Background: an optimization exercise with open tools, aiming at small area, a short achievable clock period and few clock cycles per item. Do not read the settings as production practice. No run shown here included a check of the RTL's function; only the layout flow was run. Power is estimated from default activity; no workload was simulated.

==> flow/design.v, too long to show whole: its modules and the start of the top module <==
// module tone_planner: 1351 lines
module tone_planner (
    input  wire        clk,
    input  wire        rst,
    input  wire        in_valid,
    output wire        in_ready,
    input  wire        in_is_note,
    input  wire [7:0]  in_note,
    input  wire [15:0] in_freq,
    input  wire [15:0] in_dur,
    input  wire [7:0]  in_vol,
    output wire        out_valid,
    input  wire        out_ready,
    output wire [15:0] out_freq,
    output wire        out_pre,
    output wire [15:0] out_top,
    output wire [15:0] out_duty,
    output wire [15:0] out_timeout,
    output wire        out_fault
);
  // ...
==> flow/run.sh <==
#!/bin/bash
# synth_recipe.tcl (not shown) runs the flow's synth.tcl, then flattens the netlist and writes it again
# the make line also repeats each setting of config.mk as NAME=value (left out here)
make -C /OpenROAD-flow-scripts/flow DESIGN_CONFIG=/design/flow/config.mk WORK_HOME=/design/flow/orfs CLKGATE_MAP_FILE= SYNTH_SCRIPT=/design/flow/synth_recipe.tcl finish
==> flow/config.mk <==
export PLATFORM = sky130hd
export DESIGN_NAME = tone_planner
export DESIGN_NICKNAME = tone_planner
export VERILOG_FILES = /design/flow/design.v
export SDC_FILE = /design/flow/constraint.sdc
export NUM_CORES = 4
export LEC_CHECK = 0
export CAP_MARGIN = 20
export CORE_MARGIN = 2
export CORE_UTILIZATION = 40
export SLEW_MARGIN = 20
==> flow/constraint.sdc <==
create_clock -name core_clock -period 12.0 [get_ports {clk}]
set_input_delay 2.4000 -clock core_clock [delete_from_list [all_inputs] [get_ports {clk}]]
set_output_delay 2.4000 -clock core_clock [all_outputs]
set_load 0.01 [all_outputs]
==> results.tsv, run 1 <==
stage	metric	value	unit
outcome	status	timing/DRC/antenna clean	
routing	Top Metal Used	met4	
clocking	root buf cell	clkbuf_16	
routing	Wirelength per Cell	17.0	µm
worst_setup_path	Critical Path Max Stage Delay	0.85	ns
global_routing	grt met1 use	0.223	
worst_hold_path	Hold Crit Class	register to register	
clocking	clk buf depth	3	
place	# port buffers	120	
pwr	Biggest consumer	combinational cells	
yosys	mux cell area share after synthesis	0.0317	
pwr	Clk power	3.50	mW
cells_and_area	diode count	0	
cells_and_area	sequential cell area	30000	µm²
worst_setup_path	cells along the critical path	clkdlybuf4s50_1, mux2_2, mux2i_1, buf_4, inv_1, ha_1, inv_1, ha_1, nand2_1, o21ai_0, a21oi_1, nor2_1, o311a_1	
die	FP Rows	147	
global_routing	number of global-route vias before repair	44476	
place	routability cong.	0.867	
clocking	Worst-path clk slew	0.06	ns
pwr	sequential power	6.30	mW
cells_and_area	largest registers	s5_pa: 29 flops, s5_pb: 29 flops	
pwr	Net Sw Frac	0.405	
worst_setup_path	Worst EP arrival	6.12	ns
die	Starting Density	0.403	
pwr	P_sw	8.20	mW
place	placed cell area	68400	µm²
routing	via count	43576	
clocking	H-Tree Level Count	3	
cells_and_area	# clk buffers	153	
sta	worst rel slew slack	0.324	
sta	fmax	182	MHz
routing	met2 WL	68.3	mm
pwr	peak supply drop	0.137	mV
cells_and_area	area of the multi-input gates	31300	µm²
worst_setup_path	CP delay by family, top	buffers and inverters	
routing	WL met3	4.81	mm
cells_and_area	multi-input gate share of the layout cell area	0.434	
cells_and_area	FF+latch count	1011	
routing	DRT antenna net count	0	
die	die area	165000	µm²
sta	Setup WS post-layout	6.49	ns
routing	Pre-antenna DRT Iters	6	
==> run 2: changes to the inputs <==
--- a/flow/design.v
+++ b/flow/design.v
@@ -16,22 +16,22 @@
     output wire [15:0] out_duty,
     output wire [15:0] out_timeout,
     output wire        out_fault
 );
     reg        sk_full;             
     reg        o_v;                 
     wire       up = !sk_full;
     wire       o_en = !o_v || out_ready;
-    reg  [10:0] v;
+    reg  [18:0] v;
     assign in_ready  = up;
     assign out_valid = o_v;
     always @(posedge clk) begin
         if (rst) v <= 0;
-        else if (up) v <= {v[9:0], in_valid};
+        else if (up) v <= {v[17:0], in_valid};
     end
     reg        s0_isn, s0_sil;
     reg [15:0] s0_x, s0_d;
     reg [3:0]  s0_vol;
     wire       i_sil = in_is_note && (in_note == 8'd255 || in_vol == 8'd0);
     always @(posedge clk) if (up) begin
         s0_isn <= in_is_note;
         s0_sil <= i_sil;
@@ -320,17 +320,16 @@
         s1_vol <= s0_vol;
         s1_d <= s0_d;
         s1_r <= p1 ? (t1 ? 15'd152 : 15'd15) : (t1 ? 15'd1220 : 15'd122);
     end
     wire [15:0] a1_y = {s1_r, ((s1_p && s1_t) || (!s1_p && s1_t))};
     wire [16:0] a1_d = {1'b0, a1_y} - {2'b0, s1_f};
     wire        a1_q = !a1_d[16];
     wire [14:0] a1_r = a1_q ? a1_d[14:0] : a1_y[14:0];
-    wire [16:0] f3_2 = {2'b0, s1_f} + {1'b0, s1_f, 1'b0};
     wire [5:0] h2_y = {{1'b0, s1_f[14:12]}, s1_f[11], s1_f[10]};
     reg [1:0] h2_q; reg [3:0] h2_r;
     always @* begin
         case (h2_y)
             6'd0: begin h2_q = 2'd0; h2_r = 4'd0; end
             6'd1: begin h2_q = 2'd0; h2_r = 4'd1; end
             6'd2: begin h2_q = 2'd0; h2_r = 4'd2; end
             6'd3: begin h2_q = 2'd0; h2_r = 4'd3; end
@@ -421,39 +420,34 @@
         endcase
     end
     reg [14:0] s2_f;
     reg s2_t;
     reg s2_p;
     reg [3:0] s2_vol;
     reg [15:0] s2_d;
     reg [14:0] s2_r;
-    reg [16:0] s2_f3;
     reg s2_q;
     reg [3:0] s2_hr;
     reg [3:0] s2_hq;
     always @(posedge clk) if (up) begin
         s2_f <= s1_f;
         s2_t <= s1_t;
         s2_p <= s1_p;
         s2_vol <= s1_vol;
         s2_d <= s1_d;
         s2_r <= a1_r;
-        s2_f3 <= f3_2;
         s2_q <= a1_q;
         s2_hr <= h3_r;
         s2_hq <= {h2_q, h3_q};
     end
-    wire [16:0] b4_y = {s2_r, ((s2_p && !s2_t)), ((!s2_p && s2_t))};
-    wire [17:0] b4_d1 = {1'b0, b4_y} - {3'b0, s2_f};
-    wire [17:0] b4_d2 = {1'b0, b4_y} - {2'b0, s2_f, 1'b0};
-    wire [17:0] b4_d3 = {1'b0, b4_y} - {1'b0, s2_f3};
-    wire b4_g1 = !b4_d1[17], b4_g2 = !b4_d2[17], b4_g3 = !b4_d3[17];
-    wire [14:0] b4_r = b4_g3 ? b4_d3[14:0] : b4_g2 ? b4_d2[14:0] : b4_g1 ? b4_d1[14:0] : b4_y[14:0];
-    wire [1:0] b4_q = {b4_g2, b4_g3 | (b4_g1 & !b4_g2)};
+    wire [15:0] a4_y = {s2_r, ((s2_p && !s2_t))};
+    wire [16:0] a4_d = {1'b0, a4_y} - {2'b0, s2_f};
+    wire        a4_q = !a4_d[16];
+    wire [14:0] a4_r = a4_q ? a4_d[14:0] : a4_y[14:0];
     wire [5:0] h5_y = {s2_hr, s2_f[7], s2_f[6]};
     reg [1:0] h5_q; reg [3:0] h5_r;
     always @* begin
         case (h5_y)
             6'd0: begin h5_q = 2'd0; h5_r = 4'd0; end
             6'd1: begin h5_q = 2'd0; h5_r = 4'd1; end
             6'd2: begin h5_q = 2'd0; h5_r = 4'd2; end
             6'd3: begin h5_q = 2'd0; h5_r = 4'd3; end
@@ -544,39 +538,34 @@
         endcase
     end
     reg [14:0] s3_f;
     reg s3_t;
     reg s3_p;
     reg [3:0] s3_vol;
     reg [15:0] s3_d;
     reg [14:0] s3_r;
-    reg [16:0] s3_f3;
-    reg [2:0] s3_q;
+    reg [1:0] s3_q;
     reg [3:0] s3_hr;
     reg [7:0] s3_hq;
     always @(posedge clk) if (up) begin
         s3_f <= s2_f;
         s3_t <= s2_t;
         s3_p <= s2_p;
         s3_vol <= s2_vol;
         s3_d <= s2_d;
-        s3_r <= b4_r;
-        s3_f3 <= s2_f3;
-        s3_q <= {s2_q, b4_q};
+        s3_r <= a4_r;
+        s3_q <= {s2_q, a4_q};
         s3_hr <= h6_r;
         s3_hq <= {{s2_hq, h5_q}, h6_q};
     end
-    wire [16:0] b7_y = {s3_r, ((s3_p && s3_t) || (!s3_p && s3_t) || (!s3_p && !s3_t)), 1'b0};
-    wire [17:0] b7_d1 = {1'b0, b7_y} - {3'b0, s3_f};
-    wire [17:0] b7_d2 = {1'b0, b7_y} - {2'b0, s3_f, 1'b0};
-    wire [17:0] b7_d3 = {1'b0, b7_y} - {1'b0, s3_f3};
-    wire b7_g1 = !b7_d1[17], b7_g2 = !b7_d2[17], b7_g3 = !b7_d3[17];
-    wire [14:0] b7_r = b7_g3 ? b7_d3[14:0] : b7_g2 ? b7_d2[14:0] : b7_g1 ? b7_d1[14:0] : b7_y[14:0];
-    wire [1:0] b7_q = {b7_g2, b7_g3 | (b7_g1 & !b7_g2)};
+    wire [15:0] a7_y = {s3_r, ((!s3_p && s3_t))};
+    wire [16:0] a7_d = {1'b0, a7_y} - {2'b0, s3_f};
+    wire        a7_q = !a7_d[16];
+    wire [14:0] a7_r = a7_q ? a7_d[14:0] : a7_y[14:0];
     wire [5:0] h8_y = {s3_hr, s3_f[3], s3_f[2]};
     reg [1:0] h8_q; reg [3:0] h8_r;
     always @* begin
         case (h8_y)
             6'd0: begin h8_q = 2'd0; h8_r = 4'd0; end
             6'd1: begin h8_q = 2'd0; h8_r = 4'd1; end
             6'd2: begin h8_q = 2'd0; h8_r = 4'd2; end
             6'd3: begin h8_q = 2'd0; h8_r = 4'd3; end
@@ -669,39 +658,34 @@
     wire [13:0] g4 = s3_t ? {2'b0, {{s3_hq, h8_q}, h9_q}} : s3_f[13:0];
     wire        gi4 = s3_t && (h9_r >= 4'd5);
     reg [14:0] s4_f;
     reg s4_t;
     reg s4_p;
     reg [3:0] s4_vol;
     reg [15:0] s4_d;
     reg [14:0] s4_r;
-    reg [16:0] s4_f3;
-    reg [4:0] s4_q;
+    reg [2:0] s4_q;
     reg [13:0] s4_g;
     reg s4_gi;
     always @(posedge clk) if (up) begin
         s4_f <= s3_f;
         s4_t <= s3_t;
         s4_p <= s3_p;
         s4_vol <= s3_vol;
         s4_d <= s3_d;
-        s4_r <= b7_r;
-        s4_f3 <= s3_f3;
-        s4_q <= {s3_q, b7_q};
+        s4_r <= a7_r;
+        s4_q <= {s3_q, a7_q};
         s4_g <= g4;
         s4_gi <= gi4;
     end
-    wire [16:0] b10_y = {s4_r, ((s4_p && s4_t) || (!s4_p && s4_t)), ((s4_p && s4_t) || (s4_p && !s4_t) || (!s4_p && !s4_t))};
-    wire [17:0] b10_d1 = {1'b0, b10_y} - {3'b0, s4_f};
-    wire [17:0] b10_d2 = {1'b0, b10_y} - {2'b0, s4_f, 1'b0};
-    wire [17:0] b10_d3 = {1'b0, b10_y} - {1'b0, s4_f3};
-    wire b10_g1 = !b10_d1[17], b10_g2 = !b10_d2[17], b10_g3 = !b10_d3[17];
-    wire [14:0] b10_r = b10_g3 ? b10_d3[14:0] : b10_g2 ? b10_d2[14:0] : b10_g1 ? b10_d1[14:0] : b10_y[14:0];
-    wire [1:0] b10_q = {b10_g2, b10_g3 | (b10_g1 & !b10_g2)};
+    wire [15:0] a10_y = {s4_r, ((s4_p && s4_t) || (!s4_p && s4_t) || (!s4_p && !s4_t))};
+    wire [16:0] a10_d = {1'b0, a10_y} - {2'b0, s4_f};
+    wire        a10_q = !a10_d[16];
+    wire [14:0] a10_r = a10_q ? a10_d[14:0] : a10_y[14:0];
     wire [15:0] m11_d = s4_d; wire [13:0] m11_g = s4_g; wire m11_i = s4_gi;
     wire m11_s0 = (m11_d[12] & m11_g[0]) ^ (m11_d[11] & m11_g[1]);
     wire m11_c0 = (m11_d[12] & m11_g[0]) & (m11_d[11] & m11_g[1]);
     wire m11_s1 = (m11_d[13] & m11_g[0]) ^ (m11_d[12] & m11_g[1]) ^ (m11_d[11] & m11_g[2]);
     wire m11_c1 = ((m11_d[13] & m11_g[0]) & (m11_d[12] & m11_g[1])) | ((m11_d[13] & m11_g[0]) & (m11_d[11] & m11_g[2])) | ((m11_d[12] & m11_g[1]) & (m11_d[11] & m11_g[2]));
     wire m11_s2 = (m11_d[10] & m11_g[3]) ^ (m11_d[9] & m11_g[4]);
     wire m11_c2 = (m11_d[10] & m11_g[3]) & (m11_d[9] & m11_g[4]);
     wire m11_s3 = (m11_d[14] & m11_g[0]) ^ (m11_d[13] & m11_g[1]) ^ (m11_d[12] & m11_g[2]);
@@ -1090,262 +1074,428 @@
     wire m11_c194 = (m11_c167 & (m11_d[15] & m11_g[12])) | (m11_c167 & (m11_d[14] & m11_g[13])) | ((m11_d[15] & m11_g[12]) & (m11_d[14] & m11_g[13]));
     wire [29:0] m11_a = {1'b0, m11_c194, m11_c193, m11_c192, m11_c191, m11_c190, m11_c189, m11_c188, m11_c187, m11_c186, m11_c185, m11_c184, m11_c183, m11_c182, m11_c181, m11_c180, m11_c179, m11_c178, m11_c177, m11_c176, m11_c175, m11_c174, m11_c173, m11_c172, m11_c171, m11_c170, m11_c169, m11_c168, m11_s168, (m11_d[0] & m11_g[0])};
     wire [29:0] m11_b = {1'b0, (m11_d[15] & m11_g[13]), m11_s194, m11_s193, m11_s192, m11_s191, m11_s190, m11_s189, m11_s188, m11_s187, m11_s186, m11_s185, m11_s184, m11_s183, m11_s182, m11_s181, m11_s180, m11_s179, m11_s178, m11_s177, m11_s176, m11_s175, m11_s174, m11_s173, m11_s172, m11_s171, m11_s170, m11_s169, (m11_d[1] & m11_i), (m11_d[0] & m11_i)};
     reg [14:0] s5_f;
     reg s5_t;
     reg s5_p;
     reg [3:0] s5_vol;
     reg [14:0] s5_r;
-    reg [16:0] s5_f3;
-    reg [6:0] s5_q;
+    reg [3:0] s5_q;
     reg [29:0] s5_pa;
     reg [29:0] s5_pb;
     always @(posedge clk) if (up) begin
         s5_f <= s4_f;
         s5_t <= s4_t;
         s5_p <= s4_p;
         s5_vol <= s4_vol;
-        s5_r <= b10_r;
-        s5_f3 <= s4_f3;
-        s5_q <= {s4_q, b10_q};
+        s5_r <= a10_r;
+        s5_q <= {s4_q, a10_q};
         s5_pa <= m11_a;
         s5_pb <= m11_b;
     end
-    wire [16:0] b12_y = {s5_r, 1'b0, ((s5_p && s5_t))};
-    wire [17:0] b12_d1 = {1'b0, b12_y} - {3'b0, s5_f};
-    wire [17:0] b12_d2 = {1'b0, b12_y} - {2'b0, s5_f, 1'b0};
-    wire [17:0] b12_d3 = {1'b0, b12_y} - {1'b0, s5_f3};
-    wire b12_g1 = !b12_d1[17], b12_g2 = !b12_d2[17], b12_g3 = !b12_d3[17];
-    wire [14:0] b12_r = b12_g3 ? b12_d3[14:0] : b12_g2 ? b12_d2[14:0] : b12_g1 ? b12_d1[14:0] : b12_y[14:0];
-    wire [1:0] b12_q = {b12_g2, b12_g3 | (b12_g1 & !b12_g2)};
+    wire [15:0] a12_y = {s5_r, 1'b0};
+    wire [16:0] a12_d = {1'b0, a12_y} - {2'b0, s5_f};
+    wire        a12_q = !a12_d[16];
+    wire [14:0] a12_r = a12_q ? a12_d[14:0] : a12_y[14:0];
     wire [29:0] m13_p = s5_pa + s5_pb;
-    wire [29:0] p14 = m13_p;
-    wire p14_flt = (p14[29:19] >= 11'd125);
-    wire [15:0] p14_x = p14[18:3];
-    wire [8:0] e15_y = {p14[25:19], p14_x[15], p14_x[14]};
-    wire e15_g1 = (e15_y >= 9'd125), e15_g2 = (e15_y >= 9'd250), e15_g3 = (e15_y >= 9'd375);
-    wire [8:0] e15_s = e15_g3 ? e15_y - 9'd375 : e15_g2 ? e15_y - 9'd250 : e15_g1 ? e15_y - 9'd125 : e15_y;
-    wire [6:0] e15_r = e15_s[6:0];
-    wire [1:0] e15_q = {e15_g2, e15_g3 | (e15_g1 & !e15_g2)};
     reg [14:0] s6_f;
     reg s6_t;
     reg s6_p;
     reg [3:0] s6_vol;
     reg [14:0] s6_r;
-    reg [16:0] s6_f3;
-    reg [8:0] s6_q;
-    reg s6_flt;
-    reg [6:0] s6_tr;
-    reg [13:0] s6_tx;
-    reg [1:0] s6_tq;
+    reg [4:0] s6_q;
+    reg [29:0] s6_pm;
     always @(posedge clk) if (up) begin
         s6_f <= s5_f;
         s6_t <= s5_t;
         s6_p <= s5_p;
         s6_vol <= s5_vol;
-        s6_r <= b12_r;
-        s6_f3 <= s5_f3;
-        s6_q <= {s5_q, b12_q};
-        s6_flt <= p14_flt;
-        s6_tr <= e15_r;
-        s6_tx <= p14_x[13:0];
-        s6_tq <= e15_q;
-    end
-    wire [16:0] b16_y = {s6_r, ((s6_p && !s6_t)), 1'b0};
-    wire [17:0] b16_d1 = {1'b0, b16_y} - {3'b0, s6_f};
-    wire [17:0] b16_d2 = {1'b0, b16_y} - {2'b0, s6_f, 1'b0};
-    wire [17:0] b16_d3 = {1'b0, b16_y} - {1'b0, s6_f3};
-    wire b16_g1 = !b16_d1[17], b16_g2 = !b16_d2[17], b16_g3 = !b16_d3[17];
-    wire [14:0] b16_r = b16_g3 ? b16_d3[14:0] : b16_g2 ? b16_d2[14:0] : b16_g1 ? b16_d1[14:0] : b16_y[14:0];
-    wire [1:0] b16_q = {b16_g2, b16_g3 | (b16_g1 & !b16_g2)};
-    wire [8:0] e17_y = {s6_tr, s6_tx[13], s6_tx[12]};
-    wire e17_g1 = (e17_y >= 9'd125), e17_g2 = (e17_y >= 9'd250), e17_g3 = (e17_y >= 9'd375);
-    wire [8:0] e17_s = e17_g3 ? e17_y - 9'd375 : e17_g2 ? e17_y - 9'd250 : e17_g1 ? e17_y - 9'd125 : e17_y;
-    wire [6:0] e17_r = e17_s[6:0];
-    wire [1:0] e17_q = {e17_g2, e17_g3 | (e17_g1 & !e17_g2)};
-    wire [8:0] e18_y = {e17_r, s6_tx[11], s6_tx[10]};
-    wire e18_g1 = (e18_y >= 9'd125), e18_g2 = (e18_y >= 9'd250), e18_g3 = (e18_y >= 9'd375);
-    wire [8:0] e18_s = e18_g3 ? e18_y - 9'd375 : e18_g2 ? e18_y - 9'd250 : e18_g1 ? e18_y - 9'd125 : e18_y;
-    wire [6:0] e18_r = e18_s[6:0];
-    wire [1:0] e18_q = {e18_g2, e18_g3 | (e18_g1 & !e18_g2)};
+        s6_r <= a12_r;
+        s6_q <= {s5_q, a12_q};
+        s6_pm <= m13_p;
+    end
+    wire [15:0] a14_y = {s6_r, ((s6_p && s6_t) || (!s6_p && s6_t))};
+    wire [16:0] a14_d = {1'b0, a14_y} - {2'b0, s6_f};
+    wire        a14_q = !a14_d[16];
+    wire [14:0] a14_r = a14_q ? a14_d[14:0] : a14_y[14:0];
+    wire [29:0] p15 = s6_pm;
+    wire p15_flt = (p15[29:19] >= 11'd125);
+    wire [15:0] p15_x = p15[18:3];
+    wire [7:0] e16_y = {p15[25:19], p15_x[15]};
+    wire       e16_q = (e16_y >= 8'd125);
+    wire [6:0] e16_r = e16_q ? (e16_y[6:0] - 7'd125) : e16_y[6:0];
+    wire [7:0] e17_y = {e16_r, p15_x[14]};
+    wire       e17_q = (e17_y >= 8'd125);
+    wire [6:0] e17_r = e17_q ? (e17_y[6:0] - 7'd125) : e17_y[6:0];
     reg [14:0] s7_f;
     reg s7_t;
     reg s7_p;
     reg [3:0] s7_vol;
     reg [14:0] s7_r;
-    reg [16:0] s7_f3;
-    reg [10:0] s7_q;
+    reg [5:0] s7_q;
     reg s7_flt;
     reg [6:0] s7_tr;
-    reg [9:0] s7_tx;
-    reg [5:0] s7_tq;
+    reg [13:0] s7_tx;
+    reg [1:0] s7_tq;
     always @(posedge clk) if (up) begin
         s7_f <= s6_f;
         s7_t <= s6_t;
         s7_p <= s6_p;
         s7_vol <= s6_vol;
-        s7_r <= b16_r;
-        s7_f3 <= s6_f3;
-        s7_q <= {s6_q, b16_q};
-        s7_flt <= s6_flt;
-        s7_tr <= e18_r;
-        s7_tx <= s6_tx[9:0];
-        s7_tq <= {{s6_tq, e17_q}, e18_q};
-    end
-    wire [16:0] b19_y = {s7_r, 1'b0, 1'b0};
-    wire [17:0] b19_d1 = {1'b0, b19_y} - {3'b0, s7_f};
-    wire [17:0] b19_d2 = {1'b0, b19_y} - {2'b0, s7_f, 1'b0};
-    wire [17:0] b19_d3 = {1'b0, b19_y} - {1'b0, s7_f3};
-    wire b19_g1 = !b19_d1[17], b19_g2 = !b19_d2[17], b19_g3 = !b19_d3[17];
-    wire [14:0] b19_r = b19_g3 ? b19_d3[14:0] : b19_g2 ? b19_d2[14:0] : b19_g1 ? b19_d1[14:0] : b19_y[14:0];
-    wire [1:0] b19_q = {b19_g2, b19_g3 | (b19_g1 & !b19_g2)};
-    wire [8:0] e20_y = {s7_tr, s7_tx[9], s7_tx[8]};
-    wire e20_g1 = (e20_y >= 9'd125), e20_g2 = (e20_y >= 9'd250), e20_g3 = (e20_y >= 9'd375);
-    wire [8:0] e20_s = e20_g3 ? e20_y - 9'd375 : e20_g2 ? e20_y - 9'd250 : e20_g1 ? e20_y - 9'd125 : e20_y;
-    wire [6:0] e20_r = e20_s[6:0];
-    wire [1:0] e20_q = {e20_g2, e20_g3 | (e20_g1 & !e20_g2)};
-    wire [8:0] e21_y = {e20_r, s7_tx[7], s7_tx[6]};
-    wire e21_g1 = (e21_y >= 9'd125), e21_g2 = (e21_y >= 9'd250), e21_g3 = (e21_y >= 9'd375);
-    wire [8:0] e21_s = e21_g3 ? e21_y - 9'd375 : e21_g2 ? e21_y - 9'd250 : e21_g1 ? e21_y - 9'd125 : e21_y;
-    wire [6:0] e21_r = e21_s[6:0];
-    wire [1:0] e21_q = {e21_g2, e21_g3 | (e21_g1 & !e21_g2)};
+        s7_r <= a14_r;
+        s7_q <= {s6_q, a14_q};
+        s7_flt <= p15_flt;
+        s7_tr <= e17_r;
+        s7_tx <= p15_x[13:0];
+        s7_tq <= {e16_q, e17_q};
+    end
+    wire [15:0] a18_y = {s7_r, ((s7_p && s7_t) || (s7_p && !s7_t) || (!s7_p && !s7_t))};
+    wire [16:0] a18_d = {1'b0, a18_y} - {2'b0, s7_f};
+    wire        a18_q = !a18_d[16];
+    wire [14:0] a18_r = a18_q ? a18_d[14:0] : a18_y[14:0];
+    wire [7:0] e19_y = {s7_tr, s7_tx[13]};
+    wire       e19_q = (e19_y >= 8'd125);
+    wire [6:0] e19_r = e19_q ? (e19_y[6:0] - 7'd125) : e19_y[6:0];
+    wire [7:0] e20_y = {e19_r, s7_tx[12]};
+    wire       e20_q = (e20_y >= 8'd125);
+    wire [6:0] e20_r = e20_q ? (e20_y[6:0] - 7'd125) : e20_y[6:0];
     reg [14:0] s8_f;
     reg s8_t;
     reg s8_p;
     reg [3:0] s8_vol;
     reg [14:0] s8_r;
-    reg [16:0] s8_f3;
-    reg [12:0] s8_q;
+    reg [6:0] s8_q;
     reg s8_flt;
     reg [6:0] s8_tr;
-    reg [5:0] s8_tx;
-    reg [9:0] s8_tq;
+    reg [11:0] s8_tx;
+    reg [3:0] s8_tq;
     always @(posedge clk) if (up) begin
         s8_f <= s7_f;
         s8_t <= s7_t;
         s8_p <= s7_p;
         s8_vol <= s7_vol;
-        s8_r <= b19_r;
-        s8_f3 <= s7_f3;
-        s8_q <= {s7_q, b19_q};
+        s8_r <= a18_r;
+        s8_q <= {s7_q, a18_q};
         s8_flt <= s7_flt;
-        s8_tr <= e21_r;
-        s8_tx <= s7_tx[5:0];
-        s8_tq <= {{s7_tq, e20_q}, e21_q};
-    end
-    wire [16:0] b22_y = {s8_r, 1'b0, 1'b0};
-    wire [17:0] b22_d1 = {1'b0, b22_y} - {3'b0, s8_f};
-    wire [17:0] b22_d2 = {1'b0, b22_y} - {2'b0, s8_f, 1'b0};
-    wire [17:0] b22_d3 = {1'b0, b22_y} - {1'b0, s8_f3};
-    wire b22_g1 = !b22_d1[17], b22_g2 = !b22_d2[17], b22_g3 = !b22_d3[17];
-    wire [14:0] b22_r = b22_g3 ? b22_d3[14:0] : b22_g2 ? b22_d2[14:0] : b22_g1 ? b22_d1[14:0] : b22_y[14:0];
-    wire [1:0] b22_q = {b22_g2, b22_g3 | (b22_g1 & !b22_g2)};
-    wire [8:0] e23_y = {s8_tr, s8_tx[5], s8_tx[4]};
-    wire e23_g1 = (e23_y >= 9'd125), e23_g2 = (e23_y >= 9'd250), e23_g3 = (e23_y >= 9'd375);
-    wire [8:0] e23_s = e23_g3 ? e23_y - 9'd375 : e23_g2 ? e23_y - 9'd250 : e23_g1 ? e23_y - 9'd125 : e23_y;
-    wire [6:0] e23_r = e23_s[6:0];
-    wire [1:0] e23_q = {e23_g2, e23_g3 | (e23_g1 & !e23_g2)};
-    wire [8:0] e24_y = {e23_r, s8_tx[3], s8_tx[2]};
-    wire e24_g1 = (e24_y >= 9'd125), e24_g2 = (e24_y >= 9'd250), e24_g3 = (e24_y >= 9'd375);
-    wire [8:0] e24_s = e24_g3 ? e24_y - 9'd375 : e24_g2 ? e24_y - 9'd250 : e24_g1 ? e24_y - 9'd125 : e24_y;
-    wire [6:0] e24_r = e24_s[6:0];
-    wire [1:0] e24_q = {e24_g2, e24_g3 | (e24_g1 & !e24_g2)};
+        s8_tr <= e20_r;
+        s8_tx <= s7_tx[11:0];
+        s8_tq <= {{s7_tq, e19_q}, e20_q};
+    end
+    wire [15:0] a21_y = {s8_r, 1'b0};
+    wire [16:0] a21_d = {1'b0, a21_y} - {2'b0, s8_f};
+    wire        a21_q = !a21_d[16];
+    wire [14:0] a21_r = a21_q ? a21_d[14:0] : a21_y[14:0];
+    wire [7:0] e22_y = {s8_tr, s8_tx[11]};
+    wire       e22_q = (e22_y >= 8'd125);
+    wire [6:0] e22_r = e22_q ? (e22_y[6:0] - 7'd125) : e22_y[6:0];
+    wire [7:0] e23_y = {e22_r, s8_tx[10]};
+    wire       e23_q = (e23_y >= 8'd125);
+    wire [6:0] e23_r = e23_q ? (e23_y[6:0] - 7'd125) : e23_y[6:0];
     reg [14:0] s9_f;
     reg s9_t;
     reg s9_p;
     reg [3:0] s9_vol;
     reg [14:0] s9_r;
-    reg [16:0] s9_f3;
-    reg [14:0] s9_q;
+    reg [7:0] s9_q;
     reg s9_flt;
     reg [6:0] s9_tr;
-    reg [1:0] s9_tx;
-    reg [13:0] s9_tq;
+    reg [9:0] s9_tx;
+    reg [5:0] s9_tq;
     always @(posedge clk) if (up) begin
         s9_f <= s8_f;
         s9_t <= s8_t;
         s9_p <= s8_p;
         s9_vol <= s8_vol;
-        s9_r <= b22_r;
-        s9_f3 <= s8_f3;
-        s9_q <= {s8_q, b22_q};
+        s9_r <= a21_r;
+        s9_q <= {s8_q, a21_q};
         s9_flt <= s8_flt;
-        s9_tr <= e24_r;
-        s9_tx <= s8_tx[1:0];
-        s9_tq <= {{s8_tq, e23_q}, e24_q};
-    end
-    wire [16:0] b25_y = {s9_r, 1'b0, 1'b0};
-    wire [17:0] b25_d1 = {1'b0, b25_y} - {3'b0, s9_f} - {17'd0, s9_f[0]};
-    wire [17:0] b25_d2 = {1'b0, b25_y} - {2'b0, s9_f, 1'b0};
-    wire [17:0] b25_d3 = {1'b0, b25_y} - {1'b0, s9_f3} - {17'd0, s9_f[0]};
-    wire b25_g1 = !b25_d1[17], b25_g2 = !b25_d2[17], b25_g3 = !b25_d3[17];
-    wire b25_q0 = b25_g2;
-    wire b25_rb = b25_g2 ? b25_g3 : b25_g1;
-    wire [8:0] e26_y = {s9_tr, s9_tx[1], s9_tx[0]};
-    wire e26_g1 = (e26_y >= 9'd125), e26_g2 = (e26_y >= 9'd250), e26_g3 = (e26_y >= 9'd375);
-    wire [8:0] e26_s = e26_g3 ? e26_y - 9'd375 : e26_g2 ? e26_y - 9'd250 : e26_g1 ? e26_y - 9'd125 : e26_y;
-    wire [6:0] e26_r = e26_s[6:0];
-    wire [1:0] e26_q = {e26_g2, e26_g3 | (e26_g1 & !e26_g2)};
+        s9_tr <= e23_r;
+        s9_tx <= s8_tx[9:0];
+        s9_tq <= {{s8_tq, e22_q}, e23_q};
+    end
+    wire [15:0] a24_y = {s9_r, ((s9_p && s9_t))};
+    wire [16:0] a24_d = {1'b0, a24_y} - {2'b0, s9_f};
+    wire        a24_q = !a24_d[16];
+    wire [14:0] a24_r = a24_q ? a24_d[14:0] : a24_y[14:0];
+    wire [7:0] e25_y = {s9_tr, s9_tx[9]};
+    wire       e25_q = (e25_y >= 8'd125);
+    wire [6:0] e25_r = e25_q ? (e25_y[6:0] - 7'd125) : e25_y[6:0];
+    wire [7:0] e26_y = {e25_r, s9_tx[8]};
+    wire       e26_q = (e26_y >= 8'd125);
+    wire [6:0] e26_r = e26_q ? (e26_y[6:0] - 7'd125) : e26_y[6:0];
     reg [14:0] s10_f;
     reg s10_t;
     reg s10_p;
     reg [3:0] s10_vol;
-    reg [15:0] s10_q;
+    reg [14:0] s10_r;
+    reg [8:0] s10_q;
     reg s10_flt;
-    reg [15:0] s10_tq;
-    reg s10_c;
+    reg [6:0] s10_tr;
+    reg [7:0] s10_tx;
+    reg [7:0] s10_tq;
     always @(posedge clk) if (up) begin
         s10_f <= s9_f;
         s10_t <= s9_t;
         s10_p <= s9_p;
         s10_vol <= s9_vol;
-        s10_q <= {s9_q, b25_q0};
+        s10_r <= a24_r;
+        s10_q <= {s9_q, a24_q};
         s10_flt <= s9_flt;
-        s10_tq <= {s9_tq, e26_q};
-        s10_c <= b25_rb;
+        s10_tr <= e26_r;
+        s10_tx <= s9_tx[7:0];
+        s10_tq <= {{s9_tq, e25_q}, e26_q};
+    end
+    wire [15:0] a27_y = {s10_r, ((s10_p && !s10_t))};
+    wire [16:0] a27_d = {1'b0, a27_y} - {2'b0, s10_f};
+    wire        a27_q = !a27_d[16];
+    wire [14:0] a27_r = a27_q ? a27_d[14:0] : a27_y[14:0];
+    wire [7:0] e28_y = {s10_tr, s10_tx[7]};
+    wire       e28_q = (e28_y >= 8'd125);
+    wire [6:0] e28_r = e28_q ? (e28_y[6:0] - 7'd125) : e28_y[6:0];
+    wire [7:0] e29_y = {e28_r, s10_tx[6]};
+    wire       e29_q = (e29_y >= 8'd125);
+    wire [6:0] e29_r = e29_q ? (e29_y[6:0] - 7'd125) : e29_y[6:0];
+    reg [14:0] s11_f;
+    reg s11_t;
+    reg s11_p;
+    reg [3:0] s11_vol;
+    reg [14:0] s11_r;
+    reg [9:0] s11_q;
+    reg s11_flt;
+    reg [6:0] s11_tr;
+    reg [5:0] s11_tx;
+    reg [9:0] s11_tq;
+    always @(posedge clk) if (up) begin
+        s11_f <= s10_f;
+        s11_t <= s10_t;
+        s11_p <= s10_p;
+        s11_vol <= s10_vol;
+        s11_r <= a27_r;
+        s11_q <= {s10_q, a27_q};
+        s11_flt <= s10_flt;
+        s11_tr <= e29_r;
+        s11_tx <= s10_tx[5:0];
+        s11_tq <= {{s10_tq, e28_q}, e29_q};
+    end
+    wire [15:0] a30_y = {s11_r, 1'b0};
+    wire [16:0] a30_d = {1'b0, a30_y} - {2'b0, s11_f};
+    wire        a30_q = !a30_d[16];
+    wire [14:0] a30_r = a30_q ? a30_d[14:0] : a30_y[14:0];
+    wire [7:0] e31_y = {s11_tr, s11_tx[5]};
+    wire       e31_q = (e31_y >= 8'd125);
+    wire [6:0] e31_r = e31_q ? (e31_y[6:0] - 7'd125) : e31_y[6:0];
+    wire [7:0] e32_y = {e31_r, s11_tx[4]};
+    wire       e32_q = (e32_y >= 8'd125);
+    wire [6:0] e32_r = e32_q ? (e32_y[6:0] - 7'd125) : e32_y[6:0];
+    reg [14:0] s12_f;
+    reg s12_t;
+    reg s12_p;
+    reg [3:0] s12_vol;
+    reg [14:0] s12_r;
+    reg [10:0] s12_q;
+    reg s12_flt;
+    reg [6:0] s12_tr;
+    reg [3:0] s12_tx;
+    reg [11:0] s12_tq;
+    always @(posedge clk) if (up) begin
+        s12_f <= s11_f;
+        s12_t <= s11_t;
+        s12_p <= s11_p;
+        s12_vol <= s11_vol;
+        s12_r <= a30_r;
+        s12_q <= {s11_q, a30_q};
+        s12_flt <= s11_flt;
+        s12_tr <= e32_r;
+        s12_tx <= s11_tx[3:0];
+        s12_tq <= {{s11_tq, e31_q}, e32_q};
+    end
+    wire [15:0] a33_y = {s12_r, 1'b0};
+    wire [16:0] a33_d = {1'b0, a33_y} - {2'b0, s12_f};
+    wire        a33_q = !a33_d[16];
+    wire [14:0] a33_r = a33_q ? a33_d[14:0] : a33_y[14:0];
+    wire [7:0] e34_y = {s12_tr, s12_tx[3]};
+    wire       e34_q = (e34_y >= 8'd125);
+    wire [6:0] e34_r = e34_q ? (e34_y[6:0] - 7'd125) : e34_y[6:0];
+    wire [7:0] e35_y = {e34_r, s12_tx[2]};
+    wire       e35_q = (e35_y >= 8'd125);
+    wire [6:0] e35_r = e35_q ? (e35_y[6:0] - 7'd125) : e35_y[6:0];
+    reg [14:0] s13_f;
+    reg s13_t;
+    reg s13_p;
+    reg [3:0] s13_vol;
+    reg [14:0] s13_r;
+    reg [11:0] s13_q;
+    reg s13_flt;
+    reg [6:0] s13_tr;
+    reg [1:0] s13_tx;
+    reg [13:0] s13_tq;
+    always @(posedge clk) if (up) begin
+        s13_f <= s12_f;
+        s13_t <= s12_t;
+        s13_p <= s12_p;
+        s13_vol <= s12_vol;
+        s13_r <= a33_r;
+        s13_q <= {s12_q, a33_q};
+        s13_flt <= s12_flt;
+        s13_tr <= e35_r;
+        s13_tx <= s12_tx[1:0];
+        s13_tq <= {{s12_tq, e34_q}, e35_q};
+    end
+    wire [15:0] a36_y = {s13_r, 1'b0};
+    wire [16:0] a36_d = {1'b0, a36_y} - {2'b0, s13_f};
+    wire        a36_q = !a36_d[16];
+    wire [14:0] a36_r = a36_q ? a36_d[14:0] : a36_y[14:0];
+    wire [7:0] e37_y = {s13_tr, s13_tx[1]};
+    wire       e37_q = (e37_y >= 8'd125);
+    wire [6:0] e37_r = e37_q ? (e37_y[6:0] - 7'd125) : e37_y[6:0];
+    wire [7:0] e38_y = {e37_r, s13_tx[0]};
+    wire       e38_q = (e38_y >= 8'd125);
+    wire [6:0] e38_r = e38_q ? (e38_y[6:0] - 7'd125) : e38_y[6:0];
+    reg [14:0] s14_f;
+    reg s14_t;
+    reg s14_p;
+    reg [3:0] s14_vol;
+    reg [14:0] s14_r;
+    reg [12:0] s14_q;
+    reg s14_flt;
+    reg [15:0] s14_tq;
+    always @(posedge clk) if (up) begin
+        s14_f <= s13_f;
+        s14_t <= s13_t;
+        s14_p <= s13_p;
+        s14_vol <= s13_vol;
+        s14_r <= a36_r;
+        s14_q <= {s13_q, a36_q};
+        s14_flt <= s13_flt;
+        s14_tq <= {{s13_tq, e37_q}, e38_q};
+    end
+    wire [15:0] a39_y = {s14_r, 1'b0};
+    wire [16:0] a39_d = {1'b0, a39_y} - {2'b0, s14_f};
+    wire        a39_q = !a39_d[16];
+    wire [14:0] a39_r = a39_q ? a39_d[14:0] : a39_y[14:0];
+    reg [14:0] s15_f;
+    reg s15_t;
+    reg s15_p;
+    reg [3:0] s15_vol;
+    reg [14:0] s15_r;
+    reg [13:0] s15_q;
+    reg s15_flt;
+    reg [15:0] s15_tq;
+    always @(posedge clk) if (up) begin
+        s15_f <= s14_f;
+        s15_t <= s14_t;
+        s15_p <= s14_p;
+        s15_vol <= s14_vol;
+        s15_r <= a39_r;
+        s15_q <= {s14_q, a39_q};
+        s15_flt <= s14_flt;
+        s15_tq <= s14_tq;
+    end
+    wire [15:0] a40_y = {s15_r, 1'b0};
+    wire [16:0] a40_d = {1'b0, a40_y} - {2'b0, s15_f};
+    wire        a40_q = !a40_d[16];
+    wire [14:0] a40_r = a40_q ? a40_d[14:0] : a40_y[14:0];
+    reg [14:0] s16_f;
+    reg s16_t;
+    reg s16_p;
+    reg [3:0] s16_vol;
+    reg [14:0] s16_r;
+    reg [14:0] s16_q;
+    reg s16_flt;
+    reg [15:0] s16_tq;
+    always @(posedge clk) if (up) begin
+        s16_f <= s15_f;
+        s16_t <= s15_t;
+        s16_p <= s15_p;
+        s16_vol <= s15_vol;
+        s16_r <= a40_r;
+        s16_q <= {s15_q, a40_q};
+        s16_flt <= s15_flt;
+        s16_tq <= s15_tq;
+    end
+    wire [15:0] a41_y = {s16_r, 1'b0};
+    wire [16:0] a41_d = {1'b0, a41_y} - {2'b0, s16_f};
+    wire        a41_q = !a41_d[16];
+    wire [14:0] a41_r = a41_q ? a41_d[14:0] : a41_y[14:0];
+    reg [14:0] s17_f;
+    reg s17_t;
+    reg s17_p;
+    reg [3:0] s17_vol;
+    reg [14:0] s17_r;
+    reg [15:0] s17_q;
+    reg s17_flt;
+    reg [15:0] s17_tq;
+    always @(posedge clk) if (up) begin
+        s17_f <= s16_f;
+        s17_t <= s16_t;
+        s17_p <= s16_p;
+        s17_vol <= s16_vol;
+        s17_r <= a41_r;
+        s17_q <= {s16_q, a41_q};
+        s17_flt <= s16_flt;
+        s17_tq <= s16_tq;
+    end
+    wire [16:0] c42_d = {1'b0, s17_r, 1'b0} - {2'b0, s17_f} - {16'd0, s17_f[0]};
+    reg [14:0] s18_f;
+    reg s18_t;
+    reg s18_p;
+    reg [3:0] s18_vol;
+    reg [15:0] s18_q;
+    reg s18_flt;
+    reg [15:0] s18_tq;
+    reg s18_c;
+    always @(posedge clk) if (up) begin
+        s18_f <= s17_f;
+        s18_t <= s17_t;
+        s18_p <= s17_p;
+        s18_vol <= s17_vol;
+        s18_q <= s17_q;
+        s18_flt <= s17_flt;
+        s18_tq <= s17_tq;
+        s18_c <= !c42_d[16];
     end
     reg [14:0] k_f;
     reg k_t;
     reg k_p;
     reg [3:0] k_vol;
     reg [15:0] k_q;
     reg k_flt;
     reg [15:0] k_tq;
     reg k_c;
     always @(posedge clk) begin
         if (rst) sk_full <= 1'b0;
         else if (sk_full) sk_full <= !o_en;
-        else sk_full <= !o_en && v[10];
+        else sk_full <= !o_en && v[18];
         if (!sk_full && !o_en) begin
-            k_f <= s10_f;
-            k_t <= s10_t;
-            k_p <= s10_p;
-            k_vol <= s10_vol;
-            k_q <= s10_q;
-            k_flt <= s10_flt;
-            k_tq <= s10_tq;
-            k_c <= s10_c;
+            k_f <= s18_f;
+            k_t <= s18_t;
+            k_p <= s18_p;
+            k_vol <= s18_vol;
+            k_q <= s18_q;
+            k_flt <= s18_flt;
+            k_tq <= s18_tq;
+            k_c <= s18_c;
         end
     end
-    wire [14:0] x_f = sk_full ? k_f : s10_f;
-    wire x_t = sk_full ? k_t : s10_t;
-    wire x_p = sk_full ? k_p : s10_p;
-    wire [3:0] x_vol = sk_full ? k_vol : s10_vol;
-    wire [15:0] x_q = sk_full ? k_q : s10_q;
-    wire x_flt = sk_full ? k_flt : s10_flt;
-    wire [15:0] x_tq = sk_full ? k_tq : s10_tq;
-    wire x_c = sk_full ? k_c : s10_c;
+    wire [14:0] x_f = sk_full ? k_f : s18_f;
+    wire x_t = sk_full ? k_t : s18_t;
+    wire x_p = sk_full ? k_p : s18_p;
+    wire [3:0] x_vol = sk_full ? k_vol : s18_vol;
+    wire [15:0] x_q = sk_full ? k_q : s18_q;
+    wire x_flt = sk_full ? k_flt : s18_flt;
+    wire [15:0] x_tq = sk_full ? k_tq : s18_tq;
+    wire x_c = sk_full ? k_c : s18_c;
     wire [15:0] top = x_q + {15'd0, x_c};
     wire [4:0]  dsh = 5'd16 - {1'b0, x_vol};
     wire [15:0] duty = top >> dsh;
     reg [15:0] o_freq, o_top, o_duty, o_to; reg o_pre, o_flt;
     always @(posedge clk) begin
         if (rst) o_v <= 1'b0;
-        else if (o_en) o_v <= sk_full || v[10];
+        else if (o_en) o_v <= sk_full || v[18];
         if (o_en) begin
             o_freq <= {x_t, x_f}; o_pre <= x_p; o_top <= top; o_duty <= duty;
             o_to <= x_tq; o_flt <= x_flt;
         end
     end
     assign out_freq = o_freq; assign out_pre = o_pre; assign out_top = o_top;
     assign out_duty = o_duty; assign out_timeout = o_to; assign out_fault = o_flt;
 endmodule
==> results.tsv, run 2 <==
stage	metric	value	unit	change
yosys	FFs w/ async S/R, synth	0		unchanged
pwr	leakage	30.8	nW	was 29.8 nW
routing	Wirelength per Cell	15.7	µm	was 17.0 µm
global_routing	number of global-route vias before repair	41395		was 44.5k
worst_setup_path	Required @ worst endpoint	12.70	ns	was 12.61 ns
yosys	Synth area leaders	edfxtp_1 (59%), ha_1 (6.5%), fa_1 (5.6%), inv_1 (3.1%), nand2_1 (2.7%)		was edfxtp_1 (45%), ha_1 (10%), fa_1 (6.2%), inv_1 (4.2%), a21oi_1 (2.6%)
worst_setup_path	Critical Path Max Stage Delay	0.87	ns	was 0.85 ns
cells_and_area	area of the multi-input gates	25400	µm²	was 31,300 µm²
worst_setup_path	startpoint types	primary input		unchanged
sta	worst slew pin tran	0.984	ns	was 1.01 ns
pwr	Power Total	19.8	mW	was 20.3 mW
global_routing	first-pass GRT wire length	210	mm	was 231 mm
yosys	register bit total from synthesis	1418		was 1,011
clocking	Post-CTS Setup Bufs	0		unchanged
worst_setup_path	Worst Path Buf+Inv	4		unchanged
yosys	top post-synthesis cells by count	edfxtp_1 (1,375), inv_1 (588), nand2_1 (500), o21ai_0 (372), ha_1 (367)		was edfxtp_1 (976), inv_1 (722), ha_1 (542), nand2_1 (432), nor2_1 (394)
cells_and_area	commonest non-fill, non-tap cells in the layout	edfxtp_1 (1,375), inv_1 (588), nand2_1 (500), o21ai_0 (371), ha_1 (367)		was edfxtp_1 (976), inv_1 (722), ha_1 (542), nand2_1 (432), nor2_1 (393)
sta	min Tclk post-route	5.54	ns	was 5.51 ns
sta	Slew Viols, Final	0		unchanged
routing	1st-iter DRT viols	2441		was 2,519
routing	DRT antenna net count	0		unchanged
pwr	peak supply drop	0.118	mV	was 0.137 mV
yosys	Distinct cells, synth	90		was 104
global_routing	GR Util All Layers	0.143		was 0.173
worst_setup_path	Worst EP arrival	6.24	ns	was 6.12 ns
die	Die W	423	µm	was 406 µm
sta	setup skew after layout	0.0486	ns	was 0.0455 ns
sta	Final period util	0.462		was 0.459
sta	setup TNS	0	ns	unchanged
place	# port buffers	120		unchanged
yosys	sequential fraction of the synthesis area	0.599		was 0.465
clocking	Hold-fix buffers, CTS	0		unchanged
die	core area	174000	µm²	was 160,000 µm²
place	dpl ws	5.62	ns	was 5.73 ns
sta	Setup WS post-layout	6.46	ns	was 6.49 ns
yosys	syn_area_per_cell	12.8	µm²	was 10.9 µm²
yosys	top-area cell type share of the netlist area	0.587		was 0.454
yosys	Synth area leader	edfxtp_1		unchanged
outcome	status	timing/DRC/antenna clean		unchanged
cells_and_area	fin nets	6275		was 6,874
yosys	Post-Syn Area	70300	µm²	was 64,600 µm²
routing	DRT Wirelength	127	mm	was 142 mm
worst_setup_path	worst setup path category	primary input to register		unchanged
place	placed cell area	74200	µm²	was 68,400 µm²
worst_setup_path	CP delay by family, top	buffers and inverters		unchanged
sta	final setup fails	0		unchanged
place	DP Wirelength	88.0	mm	was 105 mm
clocking	TritonCTS sink count	1418		was 1,011
worst_setup_path	CP endpoint kind	register		unchanged
die	FP Rows	153		was 147
routing	via count	40406		was 43.6k
routing	drt via density	4.98		was 5.23
cells_and_area	largest registers	s5_pa: 29 flops, s5_pb: 29 flops, s6_pm: 27 flops		was s5_pa: 29 flops, s5_pb: 29 flops
cells_and_area	area added between synthesis and finish	12.5	%	was 11.7%
sta	fmax	181	MHz	was 182 MHz
global_routing	initial antenna violation count	0		was 1
clocking	clock latency on the worst-skew pair	0.79	ns	was 0.75 ns
cells_and_area	commonest non-fill, non-tap cell in the layout	edfxtp_1		unchanged
cells_and_area	Core Util, Final	0.454		was 0.450
routing	Pre-antenna DRT Iters	5		was 6
yosys	Post-Synthesis Cells	5491		was 5,952
yosys	number of synthesized flops with an enable pin	1375		was 976
yosys	Top FF cell, synth	edfxtp_1		unchanged
worst_setup_path	cells along the critical path	clkdlybuf4s50_1, mux2_2, mux2i_2, buf_4, inv_1, ha_1, clkinv_1, nor2_1, nor3_1, a21oi_1, nand2_1, a32oi_1, a311oi_1, o21ai_0		was clkdlybuf4s50_1, mux2_2, mux2i_1, buf_4, inv_1, ha_1, inv_1, ha_1, nand2_1, o21ai_0, a21oi_1, nor2_1, o311a_1
clocking	root buf cell	clkbuf_16		unchanged
die	die area	179000	µm²	was 165,000 µm²
cells_and_area	final instance area	79100	µm²	was 72,100 µm²
die	die span in y	423	µm	was 406 µm
clocking	CTS tree	built		unchanged
cells_and_area	sequential cell area	42200	µm²	was 30,000 µm²
clocking	CTS Buf Count	154		was 116
worst_hold_path	Hold Crit Class	register to register		unchanged
run	max cap viols	0		unchanged
global_routing	largest net degree at the start of global routing	182		was 122
clocking	Worst-path clk slew	0.06	ns	about the same
yosys	top-count cell post-synth	edfxtp_1		unchanged
sta	RSZ-0062 raised after global routing	no		unchanged
die	Boundary Pins	121		unchanged
place	routability cong.	0.816		was 0.867
yosys	yosys warns	1		unchanged
cells_and_area	number of fillers in the final layout	15479		was 15.0k
clocking	H-Tree Level Count	4		was 3
cells_and_area	share of post-route cells with drive strength above 1	0.0632		was 0.0614
die	Starting Density	0.404		was 0.403
sta	worst rel slew slack	0.325		was 0.324
pwr	P per Cell Area	250	nW/µm²	was 281 nW/µm²
worst_setup_path	slowest CP cell	clkdlybuf4s50_1		unchanged
sta	Hold Fails Final Rpt	0		unchanged
worst_setup_path	CP Max Fanout	18		unchanged
clocking	CTS resizes	0		unchanged
routing	DRC viols	0		unchanged
clocking	clk buf depth	3		unchanged
global_routing	GRT overflow	0		unchanged
## run 2: power by group
part           internal, mW  switching, mW  leakage [nW]  total (mW)
clock                  2.64           1.94          2.38        4.58
combinational          3.03           3.80          13.6        6.83
sequential             7.61          0.740          14.8        8.35
total                  13.3           6.48          30.8        19.8
## run 2: worst paths after layout
path | from | to | slack [ns] | cells past startpoint
min reg2reg | s3_d[14] | s4_d[14] | 0.40 | 0
max reg2reg | sk_full | s18_f[8] | 7.46 | 5
min | s3_d[14] | s4_d[14] | 0.40 | 0
max | in_is_note | n_tfp[3] | 6.46 | 14
## run 2: layout make-up
| cell class | count | area share |
|---|---|---|
| flip-flops and latches | 1418 | 0.533 |
| diodes | 2 | 0.0000633 |
| clock buffers | 190 | 0.0512 |
| multi-input cells | 3341 | 0.321 |
| well taps | 2325 | 0.0368 |
| inverters | 591 | 0.0281 |
| repair buffers | 151 | 0.0184 |
| clock inverters | 88 | 0.0111 |
## run 2: through the flow
step	cells	hold WS, ns
after CTS	8104	0.395
after floorplan	5492	0.386
final	8106	0.403
after global routing	8104	0.403
after global placement	7826	0.391
after detailed placement	7826	0.396
## run 2: kinds of logic (layout without fill, tap and decap cells)
family	count (synthesis)	count (layout)	share of synthesized area
AND/OR/NAND/NOR	1341	1341	0.0914
adder cells (fa/ha/maj)	565	565	0.122
other	1	4	0.0000533
AO/OA/AOI/OAI	1008	1008	0.0903
XOR/XNOR	264	264	0.0329
flip-flops	1418	1418	0.599
buffers and inverters	733	1020	0.0399
multiplexers	161	161	0.0247
## run 2: per-layer routing
| metal | wire [µm] | global-route usage |
|---|---|---|
| met1 | 55800 | 0.179 |
| met2 | 63800 | 0.251 |
| met3 | 4480 | 0.0230 |
| met4 | 3090 | 0.0476 |
| met5 | 0 | 0 |

==> re-timing with driven ports <==
No port has a modelled driver above. Below, the same layouts with a new extraction and two added sets of constraints.
Step 1, drivers: a clkbuf_16 drives clk and a buf_2 each remaining input, both assumed.
Step 2 moves the port delays by t, midway between the first and last clock arrival at a register: inputs arrive t later, outputs are due t later. That takes back most of the time a late clock gives input paths.
a / b / c = no drivers / after step 1 / after step 2; a / b = the first two.
run	t, ns	setup WS [ns]	worst hold slack (ns)
run 1	0.808	6.491 / 6.544 / 5.736	0.390 / 0.390 / 0.390
run 2	0.838	6.460 / 6.510 / 5.673	0.403 / 0.403 / 0.403
After both steps setup and hold are still met in every run listed. For run 2, which loses most, drivers alone change the setup slack by +0.050 ns; drivers and shift together by -0.787 ns.
